From an optimization exercise on the open Yosys and OpenROAD flow, aimed at small area, a short achievable clock period and few clock cycles; shortcuts taken in it are not production practice.
At most, simulation tests tie the RTL to the original design; equivalence was not proved.
Only the layout flow was run in runs 1 to 4; the RTL was not checked for function there.
No activity file was given, so power comes from the tool's default toggle rates.

$ cat config.mk
export PLATFORM = sky130hd
export DESIGN_NAME = bl_engine
export DESIGN_NICKNAME = bl_engine
export VERILOG_FILES = /design/flow/design.v
export SDC_FILE = /design/flow/constraint.sdc
export NUM_CORES = 4
export LEC_CHECK = 0
export CAP_MARGIN = 20
export CORE_MARGIN = 2
export CORE_UTILIZATION = 40
export PLACE_DENSITY = 0.6
export SLEW_MARGIN = 20
$ cat constraint.sdc
create_clock -name core_clock -period 10.0 [get_ports {clk}]
set_input_delay 2.0000 -clock core_clock [delete_from_list [all_inputs] [get_ports {clk}]]
set_output_delay 2.0000 -clock core_clock [all_outputs]
set_load 0.01 [all_outputs]
$ cat design.v
module bl_engine (
  input  wire        clk,
  input  wire        rst,
  input  wire        rx_valid,
  input  wire [7:0]  rx_data,
  input  wire        rx_err,
  output wire        rx_ready,
  output wire        tx_valid,
  output wire [7:0]  tx_data,
  input  wire        tx_ready,
  output wire        op_valid,
  output wire [3:0]  op_cmd,
  output wire [31:0] op_addr,
  output wire [15:0] op_wdata,
  input  wire        op_ready,
  input  wire        op_ok,
  input  wire [31:0] op_rdata,
  input  wire        rdp_level,
  output wire        exited
);
  localparam [7:0] ACK  = 8'hCD;
  localparam [7:0] NACK = 8'hAB;
  localparam [3:0] OP_FLASH_UNLOCK = 4'd0;
  localparam [3:0] OP_FLASH_LOCK   = 4'd1;
  localparam [3:0] OP_OPT_UNLOCK   = 4'd2;
  localparam [3:0] OP_OPT_LOCK     = 4'd3;
  localparam [3:0] OP_PAGE_ERASE   = 4'd4;
  localparam [3:0] OP_MASS_ERASE   = 4'd5;
  localparam [3:0] OP_PROG_HALF    = 4'd6;
  localparam [3:0] OP_OPT_PROG_RDP = 4'd7;
  localparam [3:0] OP_OPT_LAUNCH   = 4'd8;
  localparam [3:0] OP_MEM_READ     = 4'd9;
  localparam [3:0] OP_SET_MSP      = 4'd10;
  localparam [3:0] OP_DEINIT       = 4'd11;
  localparam [3:0] OP_CALL         = 4'd12;
  localparam integer RL = 95;    
  localparam integer FB = 5;     
  function [31:0] crc_byte;
    input [31:0] c;
    input [7:0]  b;
    integer i;
    reg [31:0] x;
    begin
      x = c ^ {24'd0, b};
      for (i = 0; i < 32; i = i + 1)
        x = x[31] ? ((x << 1) ^ 32'h04C1_1DB7) : (x << 1);
      crc_byte = x;
    end
  endfunction
  function [6:0] inc7;
    input [6:0] x;
    integer k;
    reg c;
    begin
      c = 1'b1;
      for (k = 0; k < 7; k = k + 1) begin
        inc7[k] = x[k] ^ c;
        c = c & x[k];
      end
    end
  endfunction
  function [6:0] dec7;
    input [6:0] x;
    integer k;
    reg b;
    begin
      b = 1'b1;
      for (k = 0; k < 7; k = k + 1) begin
        dec7[k] = x[k] ^ b;
        b = b & !x[k];
      end
    end
  endfunction
  reg        rdy;         
  reg        rxon;        
  reg        first_q;     
  reg        last_q;      
  reg [7:0]  cnt;         
  reg [2:0]  hp;          
  reg        par;         
  reg        bv;
  reg [7:0]  bd;
  reg        b_first, b_op, b_addr, b_len, b_dat, b_odd, b_trl, b_last, b_err;
  reg [31:0] crc;
  reg        m;           
  reg [7:0]  nq;          
  reg [7:0]  len_q;       
  reg        ndisc;       
  reg        c_id, c_jump, c_erase, c_write, c_chrop;
  reg [1:0]  c_sub;       
  reg        shape_q, dest_ok_q, e_ok_q, lvl_ok_q, valid_q, app_q;
  reg        txv;
  reg [7:0]  txd;         
  reg        t_nack, t_ack, t_rlen, t_pay, t_res;
  reg [3:0]  pidx;
  reg        opv;
  reg        pw;          
  reg        jmp2;        
  reg [3:0]  opc;         
  reg [31:0] opa;
  reg [15:0] opd;
  reg        exited_q;
  reg [15:0] ring [0:RL-1];
  reg [7:0]  lo_q;
  reg        pend;        
  reg        first_hw;    
  reg [6:0]  wpos;        
  reg        w94;         
  reg [6:0]  rpos;        
  reg [6:0]  avl;         
  reg        avl_nz;
  reg [7:0]  sel;         
  reg        hit;
  reg [15:0] fifo [0:FB-1];
  reg [2:0]  fwp, frp;
  reg [FB-1:0] fth;       
  assign rx_ready = rdy;
  assign tx_valid = txv;
  assign tx_data  = txd;
  assign op_valid = opv;
  assign op_cmd   = opc;
  assign op_addr  = opa;
  assign op_wdata = opd;
  assign exited   = exited_q;
  wire acc     = rx_valid & rdy;
  wire trl_now = !first_q & (cnt[7:3] == 5'd0) & (cnt[2:0] <= 3'd4);
  wire dat_now = (hp == 3'd7) & !trl_now;
  wire end_now = rx_err | (first_q ? (rx_data == 8'd0) : last_q);
  wire wr_now  = pend & (first_hw | w94);
  wire pend_n  = (pend & !wr_now) | (acc & dat_now & par & !rx_err);
  wire fhw_n   = first_hw & !wr_now;
  wire stall_n = pend_n & !fhw_n & (wr_now | (wpos != 7'd93));
  wire [15:0] tap = ({16{sel[0]}} & ring[0])  | ({16{sel[1]}} & ring[12]) |
                    ({16{sel[2]}} & ring[24]) | ({16{sel[3]}} & ring[36]) |
                    ({16{sel[4]}} & ring[48]) | ({16{sel[5]}} & ring[60]) |
                    ({16{sel[6]}} & ring[71]) | ({16{sel[7]}} & ring[83]);
  wire fetch  = hit & avl_nz & !fth[FB-1];
  wire fempty = !fth[0];
  wire [15:0] head = fifo[frp];
  wire [7:0] sel_up = {rpos == 7'd82, rpos == 7'd70, rpos == 7'd59, rpos == 7'd47,
                       rpos == 7'd35, rpos == 7'd23, rpos == 7'd11, rpos == 7'd94};
  wire [7:0] sel_dn = {rpos == 7'd84, rpos == 7'd72, rpos == 7'd61, rpos == 7'd49,
                       rpos == 7'd37, rpos == 7'd25, rpos == 7'd13, rpos == 7'd1};
  wire fire_tx = txv & tx_ready;
  wire fire_op = opv & op_ready;
  reg [7:0] rlen;
  always @(*) begin
    if (c_id)
      case (c_sub)
        2'd0: rlen = 8'd4;
        2'd1: rlen = 8'd12;
        2'd2: rlen = 8'd2;
        default: rlen = 8'd1;
      endcase
    else
      rlen = 8'd1;
  end
  wire pay_last = ({4'd0, pidx} == rlen);
  reg [7:0] pay;
  always @(*) begin
    if (c_jump)
      pay = {7'd0, valid_q};
    else
      case (c_sub)
        2'd0: pay = (pidx == 4'd0) ? 8'h64 : (pidx == 4'd1) ? 8'h01 : 8'h00;
        2'd1: pay = (pidx == 4'd10) ? 8'h20 : (pidx == 4'd11) ? 8'h21 : {4'h1, pidx};
        2'd2: pay = (pidx == 4'd0) ? 8'h10 : 8'h04;
        default: pay = {7'd0, rdp_level};
      endcase
  end
  wire w_more = (len_q[7:1] != 7'd0);    
  wire w_last = (len_q[7:1] == 7'd1);    
  wire pop    = !fempty & ((pw) |
                (fire_op & op_ok & (((opc == OP_PROG_HALF) & !w_last) |
                                    ((opc == OP_FLASH_UNLOCK) & c_write & w_more))));
  wire ack_ok = !b_err && !b_first && !ndisc && m && (bd == crc[7:0]) && shape_q &&
                (c_id || c_jump || c_erase || c_write || c_chrop);
  wire pre_ok = (c_erase && e_ok_q) || (c_write && dest_ok_q) || (c_chrop && lvl_ok_q);
  wire fin    = (fire_tx & (t_nack |
                            (t_pay & pay_last & !(c_jump & valid_q)) |
                            (t_res & !(c_chrop & txd[0])))) |
                (fire_op & (opc == OP_OPT_LAUNCH));
  wire [31:0] crc_x = crc ^ {24'd0, bd};
  wire [31:0] crc_nx;
  assign crc_nx[0] = ^(crc_x & 32'hF7011641);
  assign crc_nx[1] = ^(crc_x & 32'h19033AC3);
  assign crc_nx[2] = ^(crc_x & 32'hC50763C7);
  assign crc_nx[3] = ^(crc_x & 32'h8A0EC78E);
  assign crc_nx[4] = ^(crc_x & 32'hE31C995D);
  assign crc_nx[5] = ^(crc_x & 32'h313824FB);
  assign crc_nx[6] = ^(crc_x & 32'h627049F6);
  assign crc_nx[7] = ^(crc_x & 32'h33E185AD);
  assign crc_nx[8] = ^(crc_x & 32'h90C21D1B);
  assign crc_nx[9] = ^(crc_x & 32'h21843A36);
  assign crc_nx[10] = ^(crc_x & 32'hB409622D);
  assign crc_nx[11] = ^(crc_x & 32'h9F13D21B);
  assign crc_nx[12] = ^(crc_x & 32'hC926B277);
  assign crc_nx[13] = ^(crc_x & 32'h924D64EE);
  assign crc_nx[14] = ^(crc_x & 32'h249AC9DC);
  assign crc_nx[15] = ^(crc_x & 32'h493593B8);
  assign crc_nx[16] = ^(crc_x & 32'h656A3131);
  assign crc_nx[17] = ^(crc_x & 32'hCAD46262);
  assign crc_nx[18] = ^(crc_x & 32'h95A8C4C4);
  assign crc_nx[19] = ^(crc_x & 32'h2B518988);
  assign crc_nx[20] = ^(crc_x & 32'h56A31310);
  assign crc_nx[21] = ^(crc_x & 32'hAD462620);
  assign crc_nx[22] = ^(crc_x & 32'hAD8D5A01);
  assign crc_nx[23] = ^(crc_x & 32'hAC1BA243);
  assign crc_nx[24] = ^(crc_x & 32'h58374486);
  assign crc_nx[25] = ^(crc_x & 32'hB06E890C);
  assign crc_nx[26] = ^(crc_x & 32'h97DC0459);
  assign crc_nx[27] = ^(crc_x & 32'h2FB808B2);
  assign crc_nx[28] = ^(crc_x & 32'h5F701164);
  assign crc_nx[29] = ^(crc_x & 32'hBEE022C8);
  assign crc_nx[30] = ^(crc_x & 32'h7DC04590);
  assign crc_nx[31] = ^(crc_x & 32'hFB808B20);
  wire [31:0] a = opa;
  wire in_ram   = (a[31:16] == 16'h2000) && (a[15:12] < 4'h5);
  wire in_flash = (a[31:16] == 16'h0800);
  wire [16:0] wend = {1'b0, a[15:0]} + {9'd0, len_q};
  wire [8:0]  eend = {1'b0, a[7:0]} + {1'b0, a[15:8]};
  integer i;
  always @(posedge clk) begin
    ring[0] <= wr_now ? {bd, lo_q} : ring[RL-1];
    for (i = 1; i < RL; i = i + 1)
      ring[i] <= ring[i-1];
    if (fetch)
      fifo[fwp] <= tap;
  end
  always @(posedge clk) begin
    bv      <= acc & !rst;
    b_first <= first_q;
    b_op    <= (hp == 3'd1);
    b_addr  <= (hp >= 3'd2) && (hp <= 3'd5);
    b_len   <= (hp == 3'd6);
    b_dat   <= dat_now;
    b_odd   <= par;
    b_trl   <= trl_now;
    b_last  <= end_now;
    b_err   <= rx_err;
    if (acc) bd <= rx_data;
    shape_q   <= (c_id    && nq == 8'd5) ||
                 (c_jump  && nq == 8'd9) ||
                 (c_erase && nq == 8'd7) ||
                 (c_chrop && nq == 8'd6) ||
                 (c_write && {1'b0, nq} == {1'b0, len_q} + 9'd10);
    dest_ok_q <= (in_ram || in_flash) && !a[0] && !len_q[0] &&
                 ((in_flash && (!wend[16] || wend[15:0] == 16'd0)) ||
                  (in_ram && wend <= 17'h05000));
    e_ok_q    <= (a[15:8] == 8'hFF) || (eend <= 9'd16);
    lvl_ok_q  <= (a[7:1] == 7'd0);
    valid_q   <= in_ram || in_flash;
    app_q     <= (a == 32'h0800_8000);
    if (acc) begin
      if (first_q) begin
        cnt    <= rx_data;
        last_q <= (rx_data == 8'd1);
      end else begin
        cnt    <= cnt - 8'd1;
        last_q <= (cnt == 8'd2);
      end
    end
    if (rst) begin
      first_q <= 1'b1;
      hp      <= 3'd0;
      par     <= 1'b0;
    end else if (acc) begin
      first_q <= end_now;
      hp      <= end_now ? 3'd0 : (hp == 3'd7) ? 3'd7 : hp + 3'd1;
      par     <= !end_now & (par ^ dat_now);
    end
    if (wr_now)
      wpos <= 7'd93;
    else
      wpos <= w94 ? 7'd0 : wpos + 7'd1;
    w94 <= !wr_now && (wpos == 7'd93);
    if (rst) begin
      pend     <= 1'b0;
      first_hw <= 1'b1;
    end else begin
      pend     <= pend_n;
      first_hw <= fhw_n | (bv & b_first);
    end
    if (wr_now && first_hw) begin
      rpos <= 7'd0;
      sel  <= 8'h01;
      hit  <= 1'b1;
    end else if (fetch) begin
      rpos <= (rpos == 7'd0) ? 7'd94 : rpos - 7'd1;
      sel  <= sel_dn;
      hit  <= |sel_dn;
    end else begin
      rpos <= (rpos == 7'd94) ? 7'd0 : rpos + 7'd1;
      sel  <= sel_up;
      hit  <= |sel_up;
    end
    if (fetch)
      fwp <= (fwp == FB - 1) ? 3'd0 : fwp + 3'd1;
    if (pop)
      frp <= (frp == FB - 1) ? 3'd0 : frp + 3'd1;
    if (rst || (bv && b_first)) begin
      avl    <= 7'd0;
      avl_nz <= 1'b0;
      fth    <= {FB{1'b0}};
      fwp    <= 3'd0;
      frp    <= 3'd0;
    end else begin
      if (wr_now && !fetch)
        avl <= inc7(avl);
      else if (!wr_now && fetch)
        avl <= dec7(avl);
      avl_nz <= wr_now | (fetch ? (avl != 7'd1) : (avl != 7'd0));
      if (fetch && !pop)
        fth <= {fth[FB-2:0], 1'b1};
      else if (!fetch && pop)
        fth <= {1'b0, fth[FB-1:1]};
    end
    if (bv) begin
      if (b_first) begin
        nq    <= bd;
        ndisc <= (bd < 8'd5) || (bd > 8'd199);
      end
      if (b_op) begin
        c_id    <= (bd[7:2] == 6'b000100);
        c_sub   <= bd[1:0];
        c_jump  <= (bd == 8'h14);
        c_erase <= (bd == 8'h15);
        c_write <= (bd == 8'h16);
        c_chrop <= (bd == 8'h21);
      end
      if (b_addr)
        opa <= {bd, opa[31:8]};
      if (b_len)
        len_q <= bd;
      if (b_dat && !b_odd)
        lo_q <= bd;
    end
    if (rst || (bv && b_last)) begin
      crc <= 32'hFFFF_FFFF;
      m   <= 1'b1;
    end else if (bv) begin
      if (b_trl) begin
        crc <= {8'd0, crc[31:8]};
        m   <= m & (bd == crc[7:0]);
      end else begin
        crc <= crc_nx;
      end
    end else if (fire_op && opc == OP_MEM_READ) begin
      crc <= op_rdata;
    end
    if (rst) begin
      txv    <= 1'b0;
      t_nack <= 1'b0;
      t_ack  <= 1'b0;
      t_rlen <= 1'b0;
      t_pay  <= 1'b0;
      t_res  <= 1'b0;
      opv    <= 1'b0;
      pw     <= 1'b0;
      exited_q <= 1'b0;
    end else begin
      if (bv && b_last) begin
        txv <= 1'b1;
        if (ack_ok) t_ack  <= 1'b1;
        else        t_nack <= 1'b1;
      end
      if (fire_tx) begin
        if (t_nack) begin
          t_nack <= 1'b0;
          txv    <= 1'b0;
        end
        if (t_ack) begin
          t_ack  <= 1'b0;
          t_rlen <= 1'b1;
        end
        if (t_rlen) begin
          t_rlen <= 1'b0;
          if (c_erase || c_write || c_chrop) begin
            if (pre_ok) begin
              txv <= 1'b0;
              opv <= 1'b1;
            end else begin
              t_res <= 1'b1;
            end
          end else begin
            t_pay <= 1'b1;
          end
        end
        if (t_pay && pay_last) begin
          t_pay <= 1'b0;
          txv   <= 1'b0;
          if (c_jump && valid_q)
            opv <= 1'b1;
        end
        if (t_res) begin
          t_res <= 1'b0;
          txv   <= 1'b0;
          if (c_chrop && txd[0])
            opv <= 1'b1;
        end
      end
      if (pw && !fempty) begin
        pw  <= 1'b0;
        opv <= 1'b1;
      end
      if (fire_op) begin
        case (opc)
          OP_FLASH_UNLOCK: if (c_write && op_ok && w_more) begin
            opv <= !fempty;
            pw  <= fempty;
          end
          OP_FLASH_LOCK: begin
            opv   <= 1'b0;
            txv   <= 1'b1;
            t_res <= 1'b1;
          end
          OP_PROG_HALF: if (op_ok && !w_last) begin
            opv <= !fempty;
            pw  <= fempty;
          end
          OP_CALL: begin
            opv      <= 1'b0;
            exited_q <= 1'b1;
          end
          OP_OPT_LAUNCH: opv <= 1'b0;
          default: ;
        endcase
      end
    end
    if (bv && b_last) begin
      pidx <= 4'd0;
      txd  <= ack_ok ? ACK : NACK;
    end
    if (fire_tx) begin
      if (t_ack)
        txd <= rlen;
      if (t_rlen) begin
        pidx <= 4'd1;
        if (c_erase || c_write || c_chrop) begin
          opc <= OP_FLASH_UNLOCK;
          if (!pre_ok)
            txd <= 8'h00;
          if (c_erase) begin
            opa <= {12'h080, opa[7:0], 12'h000};
            opd <= {6'd0, opa[15:8], 2'b00};
          end
          if (c_chrop)
            opd <= {15'd0, opa[0]};
        end else begin
          txd <= pay;    
        end
      end
      if (t_pay) begin
        pidx <= pidx + 4'd1;
        txd  <= pay;
        jmp2 <= 1'b0;
        if (app_q) begin
          opc <= OP_MEM_READ;
        end else begin
          opc    <= OP_CALL;
          opa[0] <= 1'b1;
        end
      end
      if (t_res)
        opc <= OP_OPT_LAUNCH;
    end
    if (pw && !fempty)
      opd <= head;
    if (fire_op) begin
      case (opc)
        OP_FLASH_UNLOCK: begin
          if (c_erase) begin
            if (op_ok) opc <= (opd[9:2] == 8'hFF) ? OP_MASS_ERASE : OP_PAGE_ERASE;
            else begin txd <= 8'h02; opc <= OP_FLASH_LOCK; end
          end else if (c_write) begin
            txd <= {7'd0, op_ok};
            opd <= head;
            opc <= (op_ok && w_more) ? OP_PROG_HALF : OP_FLASH_LOCK;
          end else begin
            if (op_ok) opc <= OP_OPT_UNLOCK;
            else begin txd <= 8'h00; opc <= OP_OPT_LOCK; end
          end
        end
        OP_OPT_UNLOCK: begin
          if (op_ok) opc <= OP_OPT_PROG_RDP;
          else begin txd <= 8'h00; opc <= OP_OPT_LOCK; end
        end
        OP_OPT_LOCK: opc <= OP_FLASH_LOCK;
        OP_PAGE_ERASE, OP_MASS_ERASE: begin
          txd <= op_ok ? 8'h03 : 8'h02;
          opc <= OP_FLASH_LOCK;
        end
        OP_PROG_HALF: begin
          opa[15:1] <= opa[15:1] + 15'd1;
          len_q     <= len_q - 8'd2;
          opd       <= head;
          if (!op_ok || w_last) begin
            txd <= {7'd0, op_ok};
            opc <= OP_FLASH_LOCK;
          end
        end
        OP_OPT_PROG_RDP: begin
          txd <= {7'd0, op_ok};
          opc <= OP_OPT_LOCK;
        end
        OP_MEM_READ: begin
          jmp2 <= 1'b1;
          if (!jmp2) begin
            opa[2] <= 1'b1;
          end else begin
            opa <= crc;
            opc <= OP_SET_MSP;
          end
        end
        OP_SET_MSP: begin
          opa <= crc;
          opc <= OP_DEINIT;
        end
        OP_DEINIT: opc <= OP_CALL;
        default: ;
      endcase
    end
    if (rst) begin
      rxon <= 1'b1;
      rdy  <= 1'b1;
    end else begin
      rxon <= fin | (rxon & !(acc & end_now));
      rdy  <= (fin | (rxon & !(acc & end_now))) & !stall_n;
    end
  end
endmodule
$ cat flow/run.sh
#!/bin/bash
# The standard layout, with buf_2 port buffers and timing repair aimed
# at a tighter setup target; each ORFS step logs under orfs/logs/.
cd "$(dirname "$0")/.."
bash standard.sh BUFFER_PORTS_ARGS="-buffer_cell sky130_fd_sc_hd__buf_2" SETUP_SLACK_MARGIN=6.8 finish > standard.log 2>&1
$ cat standard.sh
#!/bin/bash
# synth_recipe.tcl (not shown) runs the flow's synth.tcl, then flattens the netlist and writes it again
# the make line also repeats each setting of config.mk as NAME=value (left out here)
make -C /OpenROAD-flow-scripts/flow DESIGN_CONFIG=/design/flow/config.mk WORK_HOME=/design/flow/orfs CLKGATE_MAP_FILE= SYNTH_SCRIPT=/design/flow/synth_recipe.tcl "${@:-finish}"
==> results.txt, run 1 <==
die height=between 300 and 400 µm; Crit Path Category=reg -> out; dpl ws=around 6.0 ns; max_cap viols=0; Core Rows=128; TritonCTS Sinks=1827; Die ar.=126000 µm²; vias in the first global route=25.19k; Die Width=354.9 µm; CTS buffer count=between 150 and 200; # IOs=approximately 110; 1st-pass router iterations=6; delay-heaviest family, CP=flip-flops; nature of the critical path endpoint=output port; GR Overflow Total=0; actual slew at the worst max-slew pin=1.048 ns; largest net degree at the start of global routing=52; critical path's slowest cell=dfxtp_4; period utilisation layout=32.37%; worst path required time=8.00 ns; DP HPWL=61.95 mm; hold_buf cts=0; CP bufs+invs=1; Leakage=roughly 23 nW; routed vias/inst=about 4.7; Layout Nets=between 3k and 4k; PortBufs=111; PD cells=296.6 nW/µm²; H-tree depth=4; Routed Antenna Nets=0; unrepaired setup endpoints after global routing=yes; max incr delay on CP=0.37 ns; synthesized area per cell=about 14 µm²; Initial Util=approximately two fifths; post-synthesis cell area=slightly below 50000 µm²; commonest non-fill, non-tap cells in the layout=dfxtp_1 (1633), nand2_1 (186), xnor2_1 (172); non-filler instance count after layout=about 5.5k; main flop type after synthesis=dfxtp_1; Iteration-0 DRC Markers=1880; Post-Synthesis Cells=around 3.5k; GRT Total Usage=approximately 16%; final wirelength=99.91 mm; Worst Skew=0.05797 ns; Hold Startpoint=ring[1][3]; clock latency (worst-skew pair)=0.77 ns; Placeable Area=122000 µm²; Final GP Congestion=slightly below 0.9; CP Launch Type=flip-flop; commonest non-fill, non-tap cell in the layout=dfxtp_1; Hold Slack=approximately 0.30 ns; post-route DRC violation count=0; critical-path cell list=buf_6; Seq/Total Area, Yosys=between 70% and 80%; grt met2 use=approximately a quarter; number of synthesized register bits=between 1.5k and 2k; Via Count=between 20k and 30k; share of layout cells above drive strength 1=15.72%; TNS Setup=0 ns; wire length per cell=~18 µm; initial antenna violation count=3; beginning of the critical path=txv; Post-Syn Nets=about 3.6k; Pins Over Slew Limit=0; endpoints failing setup=0; Post-synth EDFFs=122; Fmax=about 0.31 GHz; area grow syn2layout=17.99%; placed insts=roughly 5.1k; fraction of registers with async set/reset=0%; reg2reg start=bd[7]; Worst slew margin=between 20 and 30%; Synth Warn #=2; CTS tree=done; final worst path period need=between 3 and 4 ns; first-pass GRT wire length=between 150 and 200 mm; status=timing/DRC/antenna clean; GR Util met3=about 3.5%; CP Max Fanout=5; final hold violation count=0; final worst slack=6.763 ns; Unique masters post-synth=88; worst path arrival time=~1.2 ns; M1 GR Usage=a little over a fifth; most used routing layer=met2; Max VDD drop=between 0.15 and 0.2 mV; Hold Crit Class=reg -> reg; Worst-path clk slew=around 0.06 ns; CTS Buffer Depth=3; root buf cell=clkbuf_16
==> synthesized netlist by cell type (all sizes together), types with 5 or more instances <==
cell type	n	area (µm²)
a31oi	10	62.56
o21ai	96	480.5
inv	48	180.2
a221oi	5	43.79
a21o	6	45.04
xnor3	11	247.7
a211oi	24	180.2
o211ai	15	112.6
mux4	16	360.4
and3	10	62.56
nand2b	26	165.2
nand2	187	701.9
o22ai	23	143.9
nor2b	15	93.84
o21a	6	45.04
o32ai	6	52.55
nor4	21	143.9
nor3	36	180.2
nor2	154	578.1
a2bb2oi	9	78.83
a21oi	121	605.6
xor2	70	654.4
and2	13	81.33
buf	55	299.0
or2	5	31.28
ha	48	600.6
mux2	9	101.4
nand3	57	285.3
nor3b	8	71.32
a211o	5	43.79
edfxtp	122	3664
clkbuf	94	352.8
dfxtp	1705	34130
xnor2	195	1948
nand4	27	168.9
o31ai	11	82.58
or4	6	45.04
nor4b	5	43.79
or3	8	50.05
a21boi	6	45.04
a22oi	94	710.7
mux2i	73	730.7
==> flip-flops by register name, indices dropped and copies added, names as in the netlist, 3 cells and up, named ones only <==
register and cells:
txd 8, rpos 7, len_q 8, avl 7
opd 16, nq 8, lo_q 8, wpos 7
bd 8, sel 8, opc 4, fwp 3
ring 1520, fth 5, hp 3, pidx 4
fifo 80, frp 3, opa 32, cnt 8
crc 32
==> power by group <==
part,internal (mW),switching [mW]
registers,7.46,0.290
logic,1.54,1.61
clock network,3.69,2.65
total,12.7,4.55
==> per-layer routing <==
metal	wire (µm)	part of all wire, %
met2	43440	43
met3	6246	6.3
met1	47130	47
met4	3096	3.1
met5	0	0
==> area by class of cell <==
type	instances	area [µm²]
diodes	1	2.502
clock buffers	232	4765
clock inverters	63	865.8
fillers	10605	63910
inverters	49	187.7
multi-input cells	1494	10740
flip-flops and latches	1827	37980
well taps	1625	2033
repair buffers	189	1553
==> worst paths after layout <==
path / endpoint / slack (ns) / depth (start not counted)
hold reg to reg: ring[2][3] / 0.30 / 0
setup reg to reg: crc[2] / 6.94 / 11
hold / removal: ring[2][3] / 0.30 / 0
setup / recovery: tx_valid / 6.76 / 1
==> metrics by stage <==
| step | util, % | cell area [µm²] | power, mW |
|---|---|---|---|
| after detailed placement | 42.13 | 51410 | 10.93 |
| final | 47.63 | 58130 | 17.24 |
| after CTS | 47.53 | 58010 | 17.36 |
| after floorplan | - | 49360 | 10.21 |
| after global placement | 42.13 | 51410 | 10.94 |
| after global routing | 47.63 | 58130 | 17.93 |
==> cells by family after synthesis <==
| family | Yosys count | share of synthesized area, % |
|---|---|---|
| AOI/OAI and AO/OA | 474 | 6.235 |
| and+or+nand+nor | 595 | 5.793 |
| DFF | 1827 | 76.72 |
| xor gates and xnor gates | 277 | 5.834 |
| buffers and inverters | 198 | 1.697 |
| muxes | 98 | 2.420 |
| adders and majority gates | 50 | 1.300 |
==> what timing repair did <==
item | 4_1_cts | 5_1_grt
gates resized for setup | 195 | 10
setup buffers | 50 | 10
endpoints found under the setup margin | 90 | 100
pin swaps | 0 | 2
==> inputs of run 2 (changes only) <==
--- a/config.mk
+++ b/config.mk
@@ -7,6 +7,7 @@
 export LEC_CHECK = 0
 export CAP_MARGIN = 20
 export CORE_MARGIN = 2
-export CORE_UTILIZATION = 40
-export PLACE_DENSITY = 0.6
+export CORE_UTILIZATION = 60
+export CTS_BUF_LIST = sky130_fd_sc_hd__clkbuf_8
+export PLACE_DENSITY = 0.75
 export SLEW_MARGIN = 20
==> run 2 against run 1 <==
  * Sequential share of layout area rose by 1.1 points
  * Global-route usage rose by 8.6 points
  * Still clean
  * Synthesized cell count did not move
  * First-iteration DRC count rose by 1.7%
  * Setup slack got worse by 0.17 ns
  * Clock power fell by 7.1%
  * Final cell count fell by 7.0%
  * Largest cell class unchanged
  * Highest routed layer unchanged
  * Hold slack got worse by 0.028 ns
  * Critical path depth did not move
==> results.txt, run 2 <==
R2R depth=10; most frequent cell after synthesis=dfxtp_1; number of synthesized register bits=roughly 1.8k; Leakage=22.79 nW; Core Rows=between 100 and 150; GR Overflow Total=0; Synth Area in Compound Gates=6.235%; Post-Syn Nets=around 3.6k; Hold Path Depth=0; post-synthesis cell area=49260 µm²; Routed Antenna Nets=0; worst path arrival time=roughly 1.4 ns; initial antenna violation count=5; first-pass GRT wire length=about 160 mm; critical-path cell list=buf_6; Final GP Congestion=roughly 0.94; DRT met1 WL=roughly 45 mm; Iteration-0 DRC Markers=roughly 1.9k; crit path to=op_wdata[13]; dpl ws=5.931 ns; Worst-path clk slew=~0.070 ns; unrepaired setup endpoints after global routing=yes; FF-to-FF setup slack=between 6 and 7 ns; main flop type after synthesis=dfxtp_1; WP depth=1; Die ar.=roughly 84000 µm²; PortBufs=about 110; Die Width=~290 µm; xor/xnor cell area share of the yosys netlist=5.834%; Initial Util=60.29%; final worst path period need=~3.4 ns; fraction of the mapped netlist area in adder cells=~1.3%; final wirelength=~100 mm; fraction of registers with async set/reset=0%; die height=290.5 µm; Tot Pwr=between 15 and 20 mW; Layout Nets=~4k; # IOs=roughly 110; Fmax=0.2936 GHz; Max VDD drop=0.1902 mV; synthesized area per cell=~14 µm²; main combinational cell family by area after synthesis=compound AO/OA/AOI/OAI gates; actual slew at the worst max-slew pin=around 1.1 ns; leading area contributor after synthesis=dfxtp_1; PD cells=just under 300 nW/µm²; Filler cells=roughly 5.2k; endpoints failing setup=0; Worst slew margin=between 20% and 30%; wire length per cell=approximately 20 µm; CP Launch Type=flip-flop; CP Max Fanout=2; Worst Skew=0.08730 ns; met2 WL post-DR=slightly below 50 mm; reg2reg end=txd[1]; max reg flops=between 1.5k and 2k; most area-consuming cells after synthesis=dfxtp_1 (69%), edfxtp_1 (7.4%), xnor2_1 (3.1%), mux2i_1 (1.5%), nand2_1 (1.4%); largest net degree at the start of global routing=53; area grow syn2layout=16.12%; beginning of the critical path=opd[13]; Synth top area share=between 60 and 70%; commonest non-fill, non-tap cell in the layout=dfxtp_1; Post-synth EDFFs=~120; max incr delay on CP=roughly 0.4 ns; biggest regs=ring (1520), fifo (80); CTS buffer count=approximately 280; reg2reg start=bd[6]; worst path required time=~8 ns; share of layout cells above drive strength 1=17.75%; CTS Buffer Depth=4; Via Count=~27k; Seq/Total Area, Yosys=between 70% and 80%; TNS Setup=0 ns; Crit Path Category=reg -> out; clock latency (worst-skew pair)=a little over 0.9 ns; TritonCTS Sinks=1827; 1st-pass router iterations=7; commonest non-fill, non-tap cells in the layout=dfxtp_1 (1637), clkbuf_8 (336), nand2_1 (186); Post-Synthesis Cells=3519; final hold violation count=0; H-tree depth=5; max_cap viols=0; FF/Latch Area=between 30000 and 40000 µm²; most flop-heavy register=ring; Synth Warn #=2; critical path's slowest cell=dfxtp_4; area post-placement=roughly 50000 µm²; area occupied by multi-input gates=10750 µm²; max layer used=met4; status=timing/DRC/antenna clean; Pins Over Slew Limit=0; delay-heaviest family, CP=flip-flops; post-synthesis mux area share=2.420%; CP bufs+invs=1; hold_buf cts=0; post-route DRC violation count=0; period utilisation layout=around 34%; Unique masters post-synth=approximately 90; final worst slack=6.593 ns; root buf cell=clkbuf_8; detailed route wirelength on metal3=6.743 mm; Synth top cells by count=dfxtp_1 (1705), nand2_1 (187), xnor2_1 (172), nor2_1 (154), edfxtp_1 (122); Post-Synth Simple-Gate Area=slightly below 6%; vias in the first global route=27.06k; Hold Crit Class=reg -> reg; GRT Total Usage=roughly 24%; Placeable Area=approximately 82000 µm²; CTS tree=done; Final Cell Area=~57000 µm²; routed vias/inst=about 5.2; nature of the critical path endpoint=output port; DP HPWL=59.46 mm; Hold Slack=between 0.2 and 0.3 ns
==> run 2: cell counts after synthesis <==
Identical to the previous run, type by type.
==> run 2: stage by stage <==
stage / utilization (%) / cells
6_report: 70.00 / 5098
5_1_grt: 70.00 / 5097
4_1_cts: 69.90 / 5085
3_5_place_dp: 62.07 / 4569
3_3_place_gp: 62.07 / 4569
2_1_floorplan: - / 3519
==> run 2: cell families (layout without fill, tap and decap cells) <==
family / Yosys count / after routing
other: 0 / 6
AND/OR/NAND/NOR: 595 / 595
adder cells (fa/ha/maj): 50 / 50
AO/OA/AOI/OAI: 474 / 474
multiplexers: 98 / 98
XOR/XNOR: 277 / 277
buffers and inverters: 198 / 701
flip-flops: 1827 / 1827
==> run 2: how the worst min path moves through the flow <==
stage	slack, ns	start	to
6_report	0.27	ring[32][1]	ring[33][1]
5_1_grt	0.29	ring[76][1]	ring[77][1]
4_1_cts	0.26	ring[32][1]	ring[33][1]
3_5_place_dp	0.31	ring[14][13]	ring[15][13]
3_3_place_gp	0.31	ring[34][5]	ring[35][5]
2_1_floorplan	0.31	ring[9][0]	ring[10][0]
==> run 2: cell type report <==
type                    instances  share of cell area (%)
inverters                      49                  0.3281
flip-flops and latches       1827                   66.41
clock inverters               128                   1.334
multi-input cells            1494                   18.79
diodes                          6                 0.02625
well taps                    1070                   2.340
repair buffers                188                   2.682
clock buffers                 336                   8.084
==> run 2: report_power, final <==
group,switching (mW),internal [mW]
Clock,2.69,3.21
Sequential,0.287,7.45
Combinational,1.50,1.53
Total,4.47,12.2
==> run 2: what timing repair did <==
action | in CTS | in global routing
gates resized for setup | 189 | 4
pin swaps | 0 | 0
gates cloned | 0 | 0
buffers inserted | 52 | 7
setup endpoints to repair | 68 | 71
==> run 2: per-layer routing <==
metal  up-vias  GRT usage, %
li1      12589             -
met1     12748         32.86
met2      1018         38.95
met3       265         4.864
met4         0         10.56
met5         -             0
==> inputs of run 3 (changes only) <==
--- a/design.v
+++ b/design.v
@@ -33,7 +33,7 @@
   localparam [3:0] OP_SET_MSP      = 4'd10;
   localparam [3:0] OP_DEINIT       = 4'd11;
   localparam [3:0] OP_CALL         = 4'd12;
-  localparam integer RL = 95;    
+  localparam integer RL = 89;    
   localparam integer FB = 5;     
   function [31:0] crc_byte;
     input [31:0] c;
@@ -129,18 +129,20 @@
   wire wr_now  = pend & (first_hw | w94);
   wire pend_n  = (pend & !wr_now) | (acc & dat_now & par & !rx_err);
   wire fhw_n   = first_hw & !wr_now;
-  wire stall_n = pend_n & !fhw_n & (wr_now | (wpos != 7'd93));
-  wire [15:0] tap = ({16{sel[0]}} & ring[0])  | ({16{sel[1]}} & ring[12]) |
-                    ({16{sel[2]}} & ring[24]) | ({16{sel[3]}} & ring[36]) |
-                    ({16{sel[4]}} & ring[48]) | ({16{sel[5]}} & ring[60]) |
-                    ({16{sel[6]}} & ring[71]) | ({16{sel[7]}} & ring[83]);
+  wire stall_n = pend_n & !fhw_n & (wr_now | (wpos != 7'd87));
+  wire [15:0] tap = ({16{sel[0]}} & ring[0]) |
+                    ({16{sel[1]}} & ring[11]) |
+                    ({16{sel[2]}} & ring[22]) |
+                    ({16{sel[3]}} & ring[33]) |
+                    ({16{sel[4]}} & ring[44]) |
+                    ({16{sel[5]}} & ring[56]) |
+                    ({16{sel[6]}} & ring[67]) |
+                    ({16{sel[7]}} & ring[78]);
   wire fetch  = hit & avl_nz & !fth[FB-1];
   wire fempty = !fth[0];
   wire [15:0] head = fifo[frp];
-  wire [7:0] sel_up = {rpos == 7'd82, rpos == 7'd70, rpos == 7'd59, rpos == 7'd47,
-                       rpos == 7'd35, rpos == 7'd23, rpos == 7'd11, rpos == 7'd94};
-  wire [7:0] sel_dn = {rpos == 7'd84, rpos == 7'd72, rpos == 7'd61, rpos == 7'd49,
-                       rpos == 7'd37, rpos == 7'd25, rpos == 7'd13, rpos == 7'd1};
+  wire [7:0] sel_up = {rpos == 7'd77, rpos == 7'd66, rpos == 7'd55, rpos == 7'd43, rpos == 7'd32, rpos == 7'd21, rpos == 7'd10, rpos == 7'd88};
+  wire [7:0] sel_dn = {rpos == 7'd79, rpos == 7'd68, rpos == 7'd57, rpos == 7'd45, rpos == 7'd34, rpos == 7'd23, rpos == 7'd12, rpos == 7'd1};
   wire fire_tx = txv & tx_ready;
   wire fire_op = opv & op_ready;
   reg [7:0] rlen;
@@ -270,10 +272,10 @@
       par     <= !end_now & (par ^ dat_now);
     end
     if (wr_now)
-      wpos <= 7'd93;
+      wpos <= 7'd87;
     else
       wpos <= w94 ? 7'd0 : wpos + 7'd1;
-    w94 <= !wr_now && (wpos == 7'd93);
+    w94 <= !wr_now && (wpos == 7'd87);
     if (rst) begin
       pend     <= 1'b0;
       first_hw <= 1'b1;
@@ -286,11 +288,11 @@
       sel  <= 8'h01;
       hit  <= 1'b1;
     end else if (fetch) begin
-      rpos <= (rpos == 7'd0) ? 7'd94 : rpos - 7'd1;
+      rpos <= (rpos == 7'd0) ? 7'd88 : rpos - 7'd1;
       sel  <= sel_dn;
       hit  <= |sel_dn;
     end else begin
-      rpos <= (rpos == 7'd94) ? 7'd0 : rpos + 7'd1;
+      rpos <= (rpos == 7'd88) ? 7'd0 : rpos + 7'd1;
       sel  <= sel_up;
       hit  <= |sel_up;
     end
--- a/config.mk
+++ b/config.mk
@@ -7,7 +7,6 @@
 export LEC_CHECK = 0
 export CAP_MARGIN = 20
 export CORE_MARGIN = 2
-export CORE_UTILIZATION = 60
-export CTS_BUF_LIST = sky130_fd_sc_hd__clkbuf_8
-export PLACE_DENSITY = 0.75
+export CORE_UTILIZATION = 40
+export PLACE_DENSITY = 0.6
 export SLEW_MARGIN = 20
==> run 3 against run 2 <==
  * Still clean on timing, DRC and antenna
  * Combinational power grew 6.9%
  * Via count shrank 5.7%
  * Critical endpoint is now op_wdata[12]
  * Largest cell class unchanged
  * Critical path type unchanged
  * Clock power grew 2%
  * Highest routed layer unchanged
==> results.txt, run 3 <==
worst path required time=roughly 8.0 ns; final worst path period need=between 3 and 4 ns; Post-Synthesis Cells=between 3k and 4k; Synth top area share=around two thirds; vias in the first global route=24.45k; wire length per cell=~18 µm; nature of the critical path endpoint=output port; endpoints failing setup=0; DP HPWL=about 60 mm; Pins Over Slew Limit=0; Max VDD drop=roughly 0.17 mV; Final GP Congestion=just under 0.9; PD cells=just under 300 nW/µm²; Core Rows=around 130; Worst slew margin=a little under a third; unrepaired setup endpoints after global routing=yes; dpl ws=between 5 and 6 ns; Leakage=21.60 nW; max_cap viols=0; TNS Setup=0 ns; WP depth=1; Tot Pwr=approximately 17 mW; most flop-heavy register=ring; Die Width=~350 µm; delay-heaviest family, CP=flip-flops; most area-consuming cells after synthesis=dfxtp_1 (68%), edfxtp_1 (7.8%), xnor2_1 (3.6%), mux2i_1 (1.6%), nand2_1 (1.5%); critical path's slowest cell=dfxtp_4; Iteration-0 DRC Markers=between 1.5k and 2k; number of synthesized register bits=about 1.7k; critical-path cell list=buf_6; post-synthesis cell area=around 47000 µm²; TritonCTS Sinks=1731; period utilisation layout=32.81%; CTS tree=done; Routed Antenna Nets=0; Die ar.=approximately 120000 µm²; Worst-path clk slew=0.06 ns; main flop type after synthesis=dfxtp_1; CP Max Fanout=2; die height=between 300 and 400 µm; area grow syn2layout=18.17%; CTS buffer count=about 160; Seq/Total Area, Yosys=between 70% and 80%; R2R depth=10; Fmax=0.3048 GHz; share of layout cells above drive strength 1=15.42%; final worst slack=6.719 ns; fraction of registers with async set/reset=0%; final wirelength=approximately 98 mm; Placeable Area=117600 µm²; CTS Buffer Depth=3; largest net degree at the start of global routing=45; Hold Crit Class=reg -> reg; GRT Total Usage=roughly 16%; commonest non-fill, non-tap cell in the layout=dfxtp_1; H-tree depth=4; actual slew at the worst max-slew pin=between 1 and 1.5 ns; clock latency (worst-skew pair)=~0.75 ns; Crit Path Category=reg -> out; Hold Path Depth=0; FF-to-FF setup slack=about 7 ns; Initial Util=between 40% and 50%; CP bufs+invs=1; first-pass GRT wire length=roughly 150 mm; PortBufs=111; Unique masters post-synth=between 80 and 90; Worst Skew=0.04204 ns; status=timing/DRC/antenna clean; root buf cell=clkbuf_16; leading area contributor after synthesis=dfxtp_1; synthesized area per cell=between 10 and 15 µm²; max incr delay on CP=0.41 ns; worst path arrival time=about 1.3 ns; biggest regs=ring (1424), fifo (80); routed vias/inst=about 4.7; CP Launch Type=flip-flop; final hold violation count=0; Post-Syn Nets=around 3.5k; Post-synth EDFFs=approximately 120; Via Count=approximately 25k; Hold Slack=0.3040 ns; 1st-pass router iterations=6; # IOs=~110; Final Core Density=a little under half; commonest non-fill, non-tap cells in the layout=dfxtp_1 (1541), nand2_1 (189), xnor2_1 (189); most frequent cell after synthesis=dfxtp_1; GR Overflow Total=0; initial antenna violation count=3; Synth Warn #=2; post-route DRC violation count=0; Layout Nets=between 3k and 4k; Synth top cells by count=dfxtp_1 (1609), xnor2_1 (192), nand2_1 (191), a21oi_1 (139), nor2_1 (139); max reg flops=between 1k and 1.5k; Filler cells=10.21k
==> run 3: cell families after synthesis <==
| logic type | after synthesis | synth area share [%] |
|---|---|---|
| compound gates | 497 | 6.731 |
| xor+xnor | 271 | 5.669 |
| buf+inv | 197 | 1.711 |
| fa+ha+maj | 49 | 1.329 |
| simple gates | 602 | 6.146 |
| flops | 1731 | 75.92 |
| mux | 97 | 2.489 |
==> run 3: power breakdown <==
part / internal, mW / leakage, nW / switching, mW / total [mW]
Sequential: 7.09 / 14.0 / 0.295 / 7.38
Clock: 3.46 / 2.61 / 2.57 / 6.03
Combinational: 1.60 / 5.03 / 1.64 / 3.24
==> run 3: final timing paths <==
check                                 start           end
worst min register to register  ring[76][4]   ring[77][4]
worst max-delay path                opd[12]  op_wdata[12]
worst max register to register       crc[2]        crc[4]
worst min-delay path            ring[76][4]   ring[77][4]
==> run 3: stage by stage <==
stage / std cells / area, µm²
floorplan: 3444 / 47330
global placement: 4967 / 49380
detailed placement: 4967 / 49390
CTS: 5301 / 55730
global route: 5306 / 55840
finish: 5306 / 55840
==> run 3: repair_timing <==
action                     CTS  global route
resized for setup          186            11
pin swaps                    0             0
setup endpoints to repair   73            72
hold buffers                 0             0
setup buffers               48             4
cloned                       0             0
==> run 3: final cells by class <==
cell class	instances	area (µm²)	area share [%]
Clock buffer	227	4563	8.172
Sequential cell	1731	36070	64.60
Clock inverter	59	809.5	1.450
Tap cell	1536	1922	3.442
Antenna cell	1	2.502	0.004482
Timing Repair Buffer	195	1575	2.821
Multi-Input combinational cell	1516	10730	19.22
Inverter	41	157.7	0.2823
==> run 3: layer usage <==
| layer | routed length (µm) | vias up | track usage (%) |
|---|---|---|---|
| met3 | 5700 | 210 | 3.243 |
| met5 | 0 | - | 0 |
| met2 | 42400 | 728 | 24.21 |
| li1 | - | 12127 | - |
| met4 | 3252 | 0 | 6.600 |
| met1 | 46320 | 12038 | 22.55 |
==> inputs of run 4 (changes only) <==
==> flow/run.sh (replaced) <==
#!/bin/bash
# The standard layout, with buf_2 port buffers, timing repair aimed at a
# tighter setup target and CTS without dummy loads; each ORFS step logs under
# orfs/logs/, the make output goes to standard.log.
cd "$(dirname "$0")/.."
bash standard.sh BUFFER_PORTS_ARGS="-buffer_cell sky130_fd_sc_hd__buf_2" SETUP_SLACK_MARGIN=6.8 \
  CTS_ARGS="-sink_clustering_enable -repair_clock_nets -dont_use_dummy_load" finish > standard.log 2>&1
==> run 4 against run 3 <==
  * Hold slack got worse by 0.041 ns
  * Global-route usage decreased by 0.18 points
  * Power decreased by 6.6%
  * Synthesized cell count unchanged
  * Wire length decreased by 1.1%
  * Critical endpoint unchanged
  * Highest routed layer unchanged
==> results.txt, run 4 <==
first-pass GRT wire length=about 150 mm; main flop type after synthesis=dfxtp_1; most area-consuming cells after synthesis=dfxtp_1 (68%), edfxtp_1 (7.8%), xnor2_1 (3.6%), mux2i_1 (1.6%), nand2_1 (1.5%); Hold Startpoint=ring[84][9]; GRT Total Usage=between 10% and 20%; period utilisation layout=roughly a third; Worst slew margin=31.82%; number of synthesized register bits=between 1.5k and 2k; CP Launch Type=flip-flop; delay-heaviest family, CP=flip-flops; Layout Nets=~3.7k; Iteration-0 DRC Markers=1677; commonest non-fill, non-tap cells in the layout=dfxtp_1 (1542), nand2_1 (189), xnor2_1 (189); Synth top area share=68.17%; clock latency (worst-skew pair)=about 0.76 ns; Fmax=between 0.3 and 0.4 GHz; synthesized area per cell=between 10 and 15 µm²; area occupied by multi-input gates=about 11000 µm²; CP Max Fanout=2; Worst-path clk slew=approximately 0.060 ns; CTS buffer count=156; Unique masters post-synth=between 80 and 90; worst path arrival time=about 1.3 ns; GR Overflow Total=0; # IOs=~110; PD cells=roughly 290 nW/µm²; actual slew at the worst max-slew pin=between 1 and 1.5 ns; beginning of the critical path=opd[12]; commonest non-fill, non-tap cell in the layout=dfxtp_1; Seq/Total Area, Yosys=approximately 76%; FF-to-FF setup slack=approximately 7.0 ns; Synth Warn #=2; FF/Latch Area=around 36000 µm²; root buf cell=clkbuf_16; Die Width=347.7 µm; Synth top cells by count=dfxtp_1 (1609), xnor2_1 (192), nand2_1 (191), a21oi_1 (139), nor2_1 (139); largest net degree at the start of global routing=45; initial antenna violation count=3; area post-placement=approximately 50000 µm²; dpl ws=5.868 ns; Crit Path Category=reg -> out; die height=between 300 and 400 µm; unrepaired setup endpoints after global routing=yes; worst path required time=roughly 8 ns; TNS Setup=0 ns; Hold Slack=0.2630 ns; Final GP Congestion=between 0.8 and 0.9; hold_buf cts=0; 1st-pass router iterations=7; post-synthesis cell area=between 40000 and 50000 µm²; PortBufs=111; Filler cells=~10k; Routed Antenna Nets=0; wire length per cell=roughly 19 µm; Via Count=roughly 25k; final worst path period need=~3.2 ns; Leakage=20.89 nW; share of layout cells above drive strength 1=between 10% and 20%; routed vias/inst=around 4.8; Post-Syn Nets=roughly 3.5k; Initial Util=between 40% and 50%; Pins Over Slew Limit=0; vias in the first global route=around 24k; Placeable Area=~120000 µm²; Post-Synthesis Cells=between 3k and 4k; critical-path cell list=buf_6; Post-synth EDFFs=about 120; max reg flops=1424; Worst Skew=0.07686 ns; Core Rows=~130; max_cap viols=0; endpoints failing setup=0; Final Cell Area=54320 µm²; biggest regs=ring (1424), fifo (80); Max VDD drop=around 0.17 mV; nature of the critical path endpoint=output port; CTS tree=done; final hold violation count=0; final wirelength=96.64 mm; Die ar.=about 120000 µm²; CP bufs+invs=1; TritonCTS Sinks=roughly 1.7k; CTS Buffer Depth=3; reg2reg start=crc[2]; area grow syn2layout=14.97%; max incr delay on CP=slightly above 0.4 ns; most flop-heavy register=ring; post-route DRC violation count=0; H-tree depth=4; final worst slack=slightly below 7 ns; leading area contributor after synthesis=dfxtp_1; critical path's slowest cell=dfxtp_4; fraction of registers with async set/reset=0%; Hold Crit Class=reg -> reg; DP HPWL=60.07 mm; most frequent cell after synthesis=dfxtp_1; status=timing/DRC/antenna clean
-- run 4: area by class of cell --
type / instances / share of cell area, %
Sequential cell: 1731 / 66.40
Multi-Input combinational cell: 1516 / 19.76
Clock buffer: 156 / 7.186
Tap cell: 1536 / 3.538
Timing Repair Buffer: 195 / 2.819
Inverter: 41 / 0.2902
Antenna cell: 1 / 0.004606
-- run 4: worst paths after layout --
path / end / cells after the start
worst max register to register: crc[4] / 10
worst min-delay path: ring[85][9] / 0
worst max-delay path: op_wdata[12] / 1
worst min register to register: ring[85][9] / 0
-- run 4: layer usage --
metal | track usage [%] | wire, µm
met2 | 23.98 | 41930
met4 | 6.458 | 3306
met1 | 22.27 | 45680
met5 | 0 | 0
met3 | 3.254 | 5734
-- run 4: logic make-up (layout without fill, tap and decap cells) --
| group | count (synthesis) | count (layout) | synth area share [%] |
|---|---|---|---|
| AOI/OAI and AO/OA | 497 | 497 | 6.731 |
| xor gates and xnor gates | 271 | 271 | 5.669 |
| adders and majority gates | 49 | 49 | 1.329 |
| buffers and inverters | 197 | 392 | 1.711 |
| DFF | 1731 | 1731 | 75.92 |
| muxes | 97 | 97 | 2.489 |
| other | 0 | 1 | 0 |
| and+or+nand+nor | 602 | 602 | 6.146 |
-- run 4: power breakdown --
group / internal, mW / switching, mW
logic: 1.60 / 1.63
clock network: 2.73 / 2.22
registers: 7.09 / 0.295
total: 11.4 / 4.14
-- run 4: per-stage QoR --
step	util, %	std cells	power, mW
after global routing	46.19	5176	16.22
final	46.19	5176	15.56
after CTS	46.08	5171	15.63
after floorplan	-	3444	9.891
after detailed placement	42.00	4967	10.61
after global placement	41.99	4967	10.62
-- run 4: repair_timing --
item | CTS | global route
buffers inserted | 48 | 4
resized for setup | 176 | 14
setup endpoints to repair | 75 | 49
==> inputs of run 5 (changes only) <==
--- a/design.v
+++ b/design.v
@@ -175,8 +175,11 @@
   wire pop    = !fempty & ((pw) |
                 (fire_op & op_ok & (((opc == OP_PROG_HALF) & !w_last) |
                                     ((opc == OP_FLASH_UNLOCK) & c_write & w_more))));
-  wire ack_ok = !b_err && !b_first && !ndisc && m && (bd == crc[7:0]) && shape_q &&
-                (c_id || c_jump || c_erase || c_write || c_chrop);
+  wire dec_now = acc & end_now;
+  wire m2      = bv ? (m & (bd == crc[7:0])) : m;
+  wire [7:0] c2 = bv ? crc[15:8] : crc[7:0];
+  wire ack_ok  = !rx_err && !first_q && !ndisc && m2 && (rx_data == c2) && shape_q &&
+                 (c_id || c_jump || c_erase || c_write || c_chrop);
   wire pre_ok = (c_erase && e_ok_q) || (c_write && dest_ok_q) || (c_chrop && lvl_ok_q);
   wire fin    = (fire_tx & (t_nack |
                             (t_pay & pay_last & !(c_jump & valid_q)) |
@@ -255,6 +258,7 @@
     app_q     <= (a == 32'h0800_8000);
     if (acc) begin
       if (first_q) begin
+        ndisc  <= (rx_data < 8'd5) || (rx_data > 8'd199);
         cnt    <= rx_data;
         last_q <= (rx_data == 8'd1);
       end else begin
@@ -318,10 +322,8 @@
         fth <= {1'b0, fth[FB-1:1]};
     end
     if (bv) begin
-      if (b_first) begin
+      if (b_first)
         nq    <= bd;
-        ndisc <= (bd < 8'd5) || (bd > 8'd199);
-      end
       if (b_op) begin
         c_id    <= (bd[7:2] == 6'b000100);
         c_sub   <= bd[1:0];
@@ -361,7 +363,7 @@
       pw     <= 1'b0;
       exited_q <= 1'b0;
     end else begin
-      if (bv && b_last) begin
+      if (dec_now) begin
         txv <= 1'b1;
         if (ack_ok) t_ack  <= 1'b1;
         else        t_nack <= 1'b1;
@@ -429,7 +431,7 @@
         endcase
       end
     end
-    if (bv && b_last) begin
+    if (dec_now) begin
       pidx <= 4'd0;
       txd  <= ack_ok ? ACK : NACK;
     end
--- a/config.mk
+++ b/config.mk
@@ -7,6 +7,6 @@
 export LEC_CHECK = 0
 export CAP_MARGIN = 20
 export CORE_MARGIN = 2
-export CORE_UTILIZATION = 40
-export PLACE_DENSITY = 0.6
+export CORE_UTILIZATION = 60
+export PLACE_DENSITY = 0.75
 export SLEW_MARGIN = 20
==> run 5 against run 4 <==
  * Still clean
  * Core utilization rose by 22 points
  * Clock skew decreased by 0.0088 ns
  * Fmax fell by 0.84%
  * Global-route usage rose by 8.2 points
  * Synthesized area up 0.38%
  * Count of clock-buffer cells in the layout down 3
  * Non-clock buffer count is 2 higher
  * Flip-flop and latch count decreased by 1
  * Critical endpoint is now fth[1]
  * Largest power group unchanged
==> results.txt, run 5 <==
Via Count=approximately 26k; PortBufs=about 110; hold_buf cts=0; most frequent cell after synthesis=dfxtp_1; Core Rows=between 100 and 150; GR Util met3=under 10%; area occupied by multi-input gates=10950 µm²; Die ar.=between 80000 and 90000 µm²; Synth Warn #=2; Initial Util=60.34%; # IOs=about 110; area grow syn2layout=13.64%; PD cells=between 200 and 300 nW/µm²; GR Overflow Total=0; Seq/Total Area, Yosys=between 70% and 80%; status=timing/DRC/antenna clean; final worst path period need=3.275 ns; TNS Setup=0 ns; endpoints failing setup=0; fraction of registers with async set/reset=0%; 1st-pass router iterations=6; Iteration-0 DRC Markers=2294; CTS Buffer Depth=3; vias in the first global route=between 20k and 30k; M1 GR Usage=roughly 33%; Worst Skew=around 0.068 ns; period utilisation layout=roughly a third; commonest non-fill, non-tap cells in the layout=dfxtp_1 (1537), xnor2_1 (201), nand2_1 (189); combinational power share=around a fifth; GRT Total Usage=roughly a quarter; root buf cell=clkbuf_16; Hold Crit Class=reg -> reg; largest net degree at the start of global routing=46; sequential share of power=between 40 and 50%; internal power=11.25 mW; first-pass GRT wire length=149.3 mm; Synth top area share=around two thirds; clock latency (worst-skew pair)=0.73 ns; Routed Antenna Nets=0; critical path's slowest cell=a311oi_4; most used routing layer=met2; CTS buffer count=around 150; clock share of power=around 32%; leading area contributor after synthesis=dfxtp_1; Unique masters post-synth=just under 90; CP Max Fanout=6; most area-consuming cells after synthesis=dfxtp_1 (68%), edfxtp_1 (7.7%), xnor2_1 (3.7%), mux2i_1 (1.7%), a21oi_1 (1.6%); Post-synth EDFFs=122; DP HPWL=59.69 mm; main flop type after synthesis=dfxtp_1; post-route DRC violation count=0; most flop-heavy register=ring; max_cap viols=0; routed vias/inst=around 5.4; TritonCTS Sinks=~1.7k; most common cell type on the critical path=nor2_1; worst path arrival time=roughly 3.8 ns; Synth top cells by count=dfxtp_1 (1608), xnor2_1 (201), nand2_1 (191), a21oi_1 (149), nor2_1 (138); CP Launch Type=input port; Die Width=~290 µm; post-synthesis cell area=approximately 47000 µm²; Post-Synthesis Cells=between 3k and 4k; H-tree depth=4; Tot Pwr=about 15 mW; final hold violation count=0; max reg flops=approximately 1.4k; critical-path cell list=buf_8, clkinvlp_4, a311oi_4, a31oi_1, nor2_2, o21ai_4, ha_4, buf_6, nor2_1, a21oi_1, nor2_1; Worst-path clk slew=roughly 0.060 ns; nature of the critical path endpoint=flip-flop; biggest regs=ring (1424), fifo (80); Final GP Congestion=0.9091; worst path required time=between 10 and 15 ns; Leakage=~20 nW; number of synthesized register bits=1730; NetSw=between 4 and 5 mW; Filler cells=5316; initial antenna violation count=2; Worst slew margin=roughly 28%; Placeable Area=approximately 80000 µm²; final wirelength=a little under 100 mm; Post-Syn Nets=3556; max incr delay on CP=0.39 ns; Crit Path Category=in -> reg; grt met2 use=38.74%; wire length per cell=about 21 µm; commonest non-fill, non-tap cell in the layout=dfxtp_1; Max VDD drop=between 0.15 and 0.2 mV; Fmax=slightly above 0.3 GHz; switching part of the total=a little over a quarter; CTS tree=done; Pins Over Slew Limit=0; actual slew at the worst max-slew pin=around 1.1 ns; synthesized area per cell=roughly 14 µm²; FF/Latch Area=between 30000 and 40000 µm²; die height=~290 µm; Layout Nets=3758; unrepaired setup endpoints after global routing=yes; share of layout cells above drive strength 1=around 14%
-- run 5: cell types whose count changed in the layout (fill, tap and decap cells not counted), sizes merged, moves of 5 or more --
cell / delta
a211oi: -9
and3: -5
xor2: +9
nor4: +5
a21oi: +10
o21bai: -5
nand3: -13
nor3: +12
o21ai: -10
xnor2: +6
inv: +7
a32oi: +6
-- run 5: worst paths after layout --
| check | start | endpoint | slack, ns | cells past startpoint |
|---|---|---|---|---|
| worst min-delay path | ring[4][2] | ring[5][2] | 0.28 | 0 |
| worst max register to register | len_q[4] | fth[1] | 6.91 | 10 |
| worst min register to register | ring[4][2] | ring[5][2] | 0.28 | 0 |
| worst max-delay path | op_ok | fth[1] | 6.73 | 11 |
-- run 5: stage by stage --
| step | hold WS (ns) | std cells | setup WS (ns) | area [µm²] | utilization (%) |
|---|---|---|---|---|---|
| floorplan | 0.3096 | 3459 | 6.506 | 47520 | - |
| global placement | 0.3095 | 4489 | 6.014 | 48880 | 62.17 |
| detailed placement | 0.3121 | 4489 | 5.931 | 48900 | 62.20 |
| CTS | 0.2737 | 4692 | 6.781 | 53630 | 68.21 |
| global route | 0.2921 | 4709 | 6.695 | 53890 | 68.55 |
| finish | 0.2832 | 4713 | 6.725 | 53900 | 68.57 |
-- run 5: kinds of logic after synthesis --
group / Yosys count / synth area share, %
XOR/XNOR: 285 / 5.883
multiplexers: 101 / 2.564
AND/OR/NAND/NOR: 596 / 6.067
flip-flops: 1730 / 75.59
AO/OA/AOI/OAI: 498 / 6.756
adder cells (fa/ha/maj): 49 / 1.324
buffers and inverters: 200 / 1.815
-- run 5: repair_timing --
item	in CTS	in global routing
setup buffers	50	17
pin swaps	0	9
resized for setup	176	34
endpoints found under the setup margin	78	49
-- run 5: critical path, delay by kind of cell --
kind	cells	cell delay (ns)
buf+inv	3	0.35
compound gates	4	0.75
simple gates	3	0.40
fa+ha+maj	1	0.32
-- run 5: power by group through the flow --
stage	Clock [mW]	Combinational (mW)	Sequential (mW)
5_1_grt	5.25	3.28	7.36
4_1_cts	5.00	3.00	7.34
2_1_floorplan	0	2.47	7.30
3_5_place_dp	0	2.85	7.54
6_report	4.90	3.03	7.36
3_3_place_gp	0	2.85	7.54
-- run 5: final cells by class --
| class | instances | share of cell area, % |
|---|---|---|
| inverter | 50 | 0.3621 |
| multi-input combinational | 1529 | 20.31 |
| sequential | 1730 | 66.87 |
| tap | 1050 | 2.437 |
| timing repair buffer | 197 | 2.895 |
| antenna | 4 | 0.01857 |
| clock buffer | 153 | 7.103 |
-- run 5: layer usage --
metal,part of all wire [%],vias up
met5,0.011,-
met4,2.9,2
met3,6.7,202
met2,47,935
met1,44,12444
li1,-,12051
Testbench counts of run 5, summed over its fixed seeds: cycles 52,366.
==> inputs of run 6 (changes only) <==
--- a/config.mk
+++ b/config.mk
@@ -7,6 +7,6 @@
 export LEC_CHECK = 0
 export CAP_MARGIN = 20
 export CORE_MARGIN = 2
-export CORE_UTILIZATION = 60
-export PLACE_DENSITY = 0.75
+export CORE_UTILIZATION = 40
+export PLACE_DENSITY = 0.6
 export SLEW_MARGIN = 20
==> run 6 against run 5 <==
  * Critical path type is now reg -> out
  * Synthesized area stayed put
  * First-iteration DRC count is 20% lower
  * Combinational power is essentially flat
  * Design area increased by 1.2%
==> results.txt, run 6 <==
status=timing/DRC/antenna clean; combinational power share=about a fifth; Max VDD drop=around 0.15 mV; most area-consuming cells after synthesis=dfxtp_1 (68%), edfxtp_1 (7.7%), xnor2_1 (3.7%), mux2i_1 (1.7%), a21oi_1 (1.6%); CTS Buffer Depth=3; Core Rows=roughly 130; main flop type after synthesis=dfxtp_1; critical-path cell list=buf_6; share of layout cells above drive strength 1=between 10 and 15%; Post-Synth Simple-Gate Area=6.067%; Iteration-0 DRC Markers=about 1.8k; fraction of registers with async set/reset=0%; max_cap viols=0; Tot Pwr=between 15 and 20 mW; worst path required time=approximately 8 ns; clock share of power=32.5%; period utilisation layout=around a third; wire length per cell=approximately 19 µm; area occupied by multi-input gates=between 10000 and 15000 µm²; post-synthesis cell area=approximately 47000 µm²; fraction of the mapped netlist area in adder cells=1.324%; internal power=11.33 mW; post-route DRC violation count=0; Worst Skew=0.09081 ns; CTS buffer count=roughly 160; hold_buf cts=0; die height=around 350 µm; TritonCTS Sinks=about 1.7k; Seq/Total Area, Yosys=roughly three quarters; vias in the first global route=24.25k; NetSw=about 4.0 mW; GRT Total Usage=between 10% and 20%; Synth top area share=about two thirds; PortBufs=around 110; # IOs=112; Final Core Density=approximately 46%; CP bufs+invs=1; post-synthesis mux area share=2.564%; CTS tree=done; final worst path period need=around 3.2 ns; unrepaired setup endpoints after global routing=yes; Synth Warn #=2; delay-heaviest family, CP=flip-flops; max incr delay on CP=between 0.3 and 0.4 ns; Fmax=just over 0.3 GHz; endpoints failing setup=0; worst path arrival time=between 1 and 1.5 ns; Final GP Congestion=0.9120; switching part of the total=26.27%; CP Launch Type=flip-flop; commonest non-fill, non-tap cell in the layout=dfxtp_1; leading area contributor after synthesis=dfxtp_1; synthesized area per cell=around 14 µm²; Leakage=between 20 and 25 nW; main combinational cell family by area after synthesis=compound AO/OA/AOI/OAI gates; GR Overflow Total=0; TNS Setup=0 ns; routed vias/inst=4.797; Placeable Area=between 100000 and 150000 µm²; max reg flops=1424; initial antenna violation count=3; Post-Syn Nets=around 3.6k; largest net degree at the start of global routing=39; Worst slew margin=between 20 and 30%; Post-synth EDFFs=around 120; Die Width=between 300 and 400 µm; Hold Crit Class=reg -> reg; xor/xnor cell area share of the yosys netlist=under 10%; area grow syn2layout=14.97%; Filler cells=just over 10k; commonest non-fill, non-tap cells in the layout=dfxtp_1 (1533), xnor2_1 (201), nand2_1 (189); Pins Over Slew Limit=0; nature of the critical path endpoint=output port; Synth top cells by count=dfxtp_1 (1608), xnor2_1 (201), nand2_1 (191), a21oi_1 (149), nor2_1 (138); clock latency (worst-skew pair)=0.76 ns; most frequent cell after synthesis=dfxtp_1; Via Count=24.98k; CP Max Fanout=2; PD cells=~280 nW/µm²; Synth Area in Compound Gates=6.756%; Initial Util=slightly above 40%; actual slew at the worst max-slew pin=1.081 ns; number of synthesized register bits=between 1.5k and 2k; final hold violation count=0; Crit Path Category=reg -> out; critical path's slowest cell=dfxtp_2; H-tree depth=4; Unique masters post-synth=between 80 and 90; first-pass GRT wire length=about 150 mm; Routed Antenna Nets=0; FF/Latch Area=around 36000 µm²; 1st-pass router iterations=6; Layout Nets=roughly 3.8k; root buf cell=clkbuf_16; Worst-path clk slew=0.06 ns; sequential share of power=47.8%; DP HPWL=62.51 mm; biggest regs=ring (1424), fifo (80); most flop-heavy register=ring; Post-Synthesis Cells=approximately 3.5k; final wirelength=between 90 and 100 mm; Die ar.=approximately 120000 µm²
-- run 6: cell counts after synthesis --
Identical to the previous run, type by type.
-- run 6: kinds of logic (layout without fill, tap and decap cells) --
family          Yosys count  in the layout
compound gates          498            498
xor+xnor                285            285
fa+ha+maj                49             49
buf+inv                 200            409
flops                  1730           1730
mux                     101            101
other cells               0              3
simple gates            596            596
-- run 6: worst paths after layout --
check / start / to / slack, ns / depth (start not counted)
worst max-delay path: opd[13] / op_wdata[13] / 6.79 / 1
worst min-delay path: ring[49][1] / ring[50][1] / 0.28 / 0
worst max register to register: bd[6] / crc[2] / 6.95 / 10
worst min register to register: ring[49][1] / ring[50][1] / 0.28 / 0
-- run 6: routing by layer --
layer / global-route usage (%) / part of all wire [%]
met1: 22.85 / 48
met2: 24.31 / 43
met3: 3.086 / 5.3
met4: 6.485 / 3.6
met5: 0 / 0
-- run 6: through the flow --
stage          setup WS [ns]  hold slack [ns]  std cells  area [µm²]
3_5_place_dp           5.926           0.3121       4980       49530
4_1_cts                6.732           0.2722       5190       54310
3_3_place_gp           5.959           0.3096       4980       49530
6_report               6.788           0.2768       5207       54530
2_1_floorplan          6.506           0.3096       3459       47520
5_1_grt                6.721           0.2889       5205       54530
-- run 6: timing repair --
action,4_1_cts,5_1_grt
setup endpoints to repair,106,44
buffers inserted,52,13
pin swaps,1,4
resized for setup,171,20
-- run 6: area by class of cell --
type | instances | share of cell area [%]
Sequential cell | 1730 | 66.08
Multi-Input combinational cell | 1529 | 19.98
Clock buffer | 158 | 7.250
Tap cell | 1536 | 3.524
Timing Repair Buffer | 201 | 2.790
Inverter | 50 | 0.3579
Antenna cell | 3 | 0.01377
-- run 6: power by group through the flow --
stage | registers [mW] | clock network (mW) | logic [mW]
after global placement | 7.54 | 0 | 2.89
after detailed placement | 7.54 | 0 | 2.89
after global routing | 7.35 | 5.41 | 3.28
final | 7.35 | 4.99 | 3.03
after floorplan | 7.30 | 0 | 2.47
after CTS | 7.34 | 5.13 | 3.02

separate check: timing with driven ports:
In the flow no input, the clock included, has a driving cell. The finished layouts below were timed again as built, in two steps. Step 1 assumes that a clkbuf_16 drives the clock port and a buf_2 every other input. Step 2 also shifts input and output timing later by t, the mid clock arrival at the registers, as if the neighbouring blocks saw the same clock. a / b / c = ideal ports / drivers / drivers and shift; a / b = the first two.
run	t, ns	slack for setup (ns)	worst register clock-pin slew, ns	worst slew at a driven data input, ns	pins driven straight from the clock port
run 1	0.809	6.763 / 6.692 / 6.209	0.07 / 0.07	0.12	1
run 2	0.926	6.593 / 6.531 / 5.939	0.08 / 0.08	0.07	1
run 3	0.803	6.719 / 6.651 / 6.101	0.07 / 0.07	0.08	1
run 4	0.785	6.753 / 6.685 / 6.088	0.07 / 0.07	0.07	1
run 5	0.764	6.725 / 6.694 / 5.929	0.07 / 0.07	0.10	1
run 6	0.778	6.788 / 6.721 / 6.052	0.06 / 0.06	0.11	1
After both steps setup and hold are still met in every run listed. For run 5, which loses most, drivers alone change the setup slack by -0.031 ns; drivers and shift together by -0.796 ns.
